This is an optimization exercise on Yosys and OpenROAD, whose aim is small area, a short achievable clock period and few clock cycles per item, not a production implementation. In this exercise RTL edits were held to simulation tests only and were not proved equivalent to the original. Power is estimated from default activity; no workload was simulated.

Design l2_fwd, start of the top module:
module l2_fwd #(
    parameter N_PORTS         = 8,
    parameter PORT_BITS       = 3,
    parameter CAM_ENTRIES     = 32,
    parameter CAM_BITS        = 5,
    parameter MAX_FRAME_BYTES = 1518,
    parameter [15:0] TPID_RESET = 16'h8200
) (
    input  wire                 clk,
    input  wire                 rst,
    input  wire                 cfg_we,
    input  wire [3:0]           cfg_addr,
    input  wire [31:0]          cfg_wdata,
    input  wire                 in_valid,
    output wire                 in_ready,
    input  wire [PORT_BITS-1:0] in_port,
    input  wire [10:0]          in_len,
    input  wire [47:0]          in_dst,    
    input  wire [47:0]          in_src,    
    input  wire [31:0]          in_hdr,    
    output reg                  out_valid,
    output reg  [2:0]           out_disp,
    output reg  [PORT_BITS-1:0] out_port,
    output reg  [N_PORTS-1:0]   out_admit,
    output reg  [N_PORTS-1:0]   out_insert,
    output reg  [N_PORTS-1:0]   out_strip,
    output reg  [15:0]          out_tci,
    output reg                  out_learn_fail
);
export LEC_CHECK = 0
export CAP_MARGIN = 20
export CORE_MARGIN = 2
export CORE_UTILIZATION = 40
export CTS_CLUSTER_DIAMETER = 100
export CTS_CLUSTER_SIZE = 25
export SLEW_MARGIN = 20
create_clock -name core_clock -period 12.0 [get_ports {clk}]
standard.sh (not shown) runs the stock make flow with config.mk's settings and CLKGATE_MAP_FILE= SYNTH_SCRIPT=/design/flow/synth_recipe.tcl, a recipe that flattens the netlist after the stock synthesis.
==> flow/flow/run.sh <==
#!/bin/bash
# Standard ORFS layout, with timing repair aimed well below the 12 ns clock
# (the constraints are unchanged; only how hard repair_timing works), and
# the port buffers made of plain buffers rather than delay cells. Each make
# step keeps its own log under orfs/logs; the make output goes to
# standard_flow.log.
set -euo pipefail
export SETUP_SLACK_MARGIN=8.2
export TNS_END_PERCENT=100
export SKIP_LAST_GASP=1
export BUFFER_PORTS_ARGS="-buffer_cell sky130_fd_sc_hd__buf_2"
bash standard.sh > standard_flow.log 2>&1
Testbench counts at the start, summed over its fixed seeds: cycles 12,134, frames 12,000.
Rerun with:
--- a/flow/design.v
+++ b/flow/design.v
@@ -92,36 +92,37 @@
     reg [2:0]           r_drop;
     reg                 r_tagged;
     reg                 r_vid_ok;
     reg                 r_trunk;     
     reg [11:0]          r_hvid;      
     reg [15:0]          r_xs;        
     reg [15:0]          r_xd;        
     reg [47:0]          r_dst;
     reg [47:0]          r_src;
     wire stall;                      
     reg  pe_valid;                   
+    wire pe_hold;
     reg  in_ready_q;
     assign in_ready = in_ready_q;
     always @(posedge clk) begin
         if (rst) begin
             r_valid <= 1'b0;
             r_fwd   <= 1'b0;
-        end else if (pe_valid) begin
+        end else if (pe_hold) begin
             r_valid <= stall;
             r_fwd   <= stall;
         end else begin
             r_valid <= in_valid;
             r_fwd   <= in_valid && (i_drop == 3'd0);
         end
-        if (!pe_valid) begin
+        if (!pe_hold) begin
             r_port   <= in_port;
             r_drop   <= i_drop;
             r_tagged <= i_tagged;
             r_vid_ok <= i_vid_ok;
             r_trunk  <= i_trunk;
             r_hvid   <= in_hdr[11:0];
             r_xs     <= i_trunk ? {12'd0, in_hdr[15:12]} : exit_parts(in_src);
             r_xd     <= exit_parts(in_dst);
             r_dst    <= in_dst;
             r_src    <= in_src;
         end
@@ -158,23 +159,30 @@
             end else begin : g_rest
                 assign ins_sel[g] = ins_free[g] && !(|ins_free[g-1:0]);
             end
         end
     endgenerate
     wire any_free = |ins_free;
     wire drain    = pe_valid && any_free;                    
     wire x_direct = need_alloc && !pe_valid && any_free;     
     wire x_to_pe  = need_alloc && (pe_valid ? any_free : !any_free);
     assign stall  = need_alloc && pe_valid && !any_free;
     wire ring_ins = drain || x_direct;
-    wire pe_hold  = pe_valid && !any_free;                   
+    assign pe_hold = pe_valid && !any_free;                  
+    wire [N_INS-1:0] ins_free_next;
+    generate
+        for (g = 0; g < N_INS; g = g + 1) begin : g_ins_next
+            assign ins_free_next[g] = !ring_valid[(g * INS_STEP + CAM_ENTRIES - 2) % CAM_ENTRIES];
+        end
+    endgenerate
+    wire any_free_next = |ins_free_next;
     wire [PORT_BITS-1:0] pe_port_now = (fwd && pe_src_match) ? r_port : pe_port;
     wire [47:0]          ins_mac  = pe_valid ? pe_mac : r_src;
     wire [PORT_BITS-1:0] ins_port = pe_valid ? pe_port_now : r_port;
     wire [CAM_ENTRIES-1:0] dst_other = dst_match & ~src_match;
     wire                   pe_dst_other = pe_dst_match && !pe_src_match;
     integer e, s, ii;
     always @(posedge clk) begin
         for (e = 0; e < CAM_ENTRIES; e = e + 1) begin
             s = (e + CAM_ENTRIES - 1) % CAM_ENTRIES;
             ring_mac[e]   <= ring_mac[s];
             ring_port[e]  <= (fwd && src_match[s]) ? r_port : ring_port[s];
@@ -199,26 +207,23 @@
             pe_port <= pe_port_now;
         end
         if (rst || cam_flush) begin
             pe_valid <= 1'b0;
             in_ready_q <= 1'b1;
             count    <= {(CAM_BITS+1){1'b0}};
         end else begin
             if (x_to_pe)
                 pe_valid <= 1'b1;
             else if (drain)
                 pe_valid <= 1'b0;
-            if (x_to_pe)
-                in_ready_q <= 1'b0;
-            else if (drain)
-                in_ready_q <= 1'b1;
+            in_ready_q <= !((x_to_pe || (pe_valid && !drain)) && !any_free_next);
             if (need_alloc && !stall)
                 count <= count + 1'b1;
         end
     end
     wire [3:0]  fexit    = exit_join(r_xs);
     wire [3:0]  dst_exit = exit_join(r_xd);
     wire [11:0] r_vid    = r_trunk ? r_hvid : port_vlan[r_port];
     reg  [N_PORTS-1:0] r_vmatch;    
     integer v;
     always @(*)
         for (v = 0; v < N_PORTS; v = v + 1)
=>
- setup slack gets better by 250 ps
- hold slack hardly moves
- flip-flop and latch count is unchanged
- area after synthesis went down by about 0.55%
- synthesized cell count hardly moves
- cell area went up by 1.4%
- core utilization went up by 1.0 points
- clock-buffer cell count went up by 2
- total power went up by 4.4%
- via count went up by about 2%
- fmax went up by 6.3%
- non-clock buffer count went up by 78
- clock skew went down by 17 ps
- global-route usage went up by 5.6 points
Testbench counts after the change, summed over its fixed seeds: cycles 12,073, frames 12,000.

==> separate check: timing with driven ports <==
How much do the figures lean on ideal ports? The routed layouts below were timed once more, with nothing changed but the port constraints. Step 1 sets driving cells, clkbuf_16 on the clock port and buf_2 on the other inputs (assumed; they add their load-dependent delay and slew). Step 2 also shifts input and output timing later by t, the mid clock arrival at the registers, as if the neighbouring blocks saw the same clock. Slacks: no drivers / after step 1 / after step 2; pairs: no drivers / after step 1.
run	shift t [ns]	setup WS [ns]	worst setup path at the end
the first run	0.944	7.762 / 7.762 / 7.435	input to register
the second run	0.938	8.014 / 8.014 / 7.441	input to register
After both steps every run listed still meets setup and hold. For the second run, which loses most, drivers alone change the setup slack by 0.000 ns; drivers and shift together by -0.573 ns.
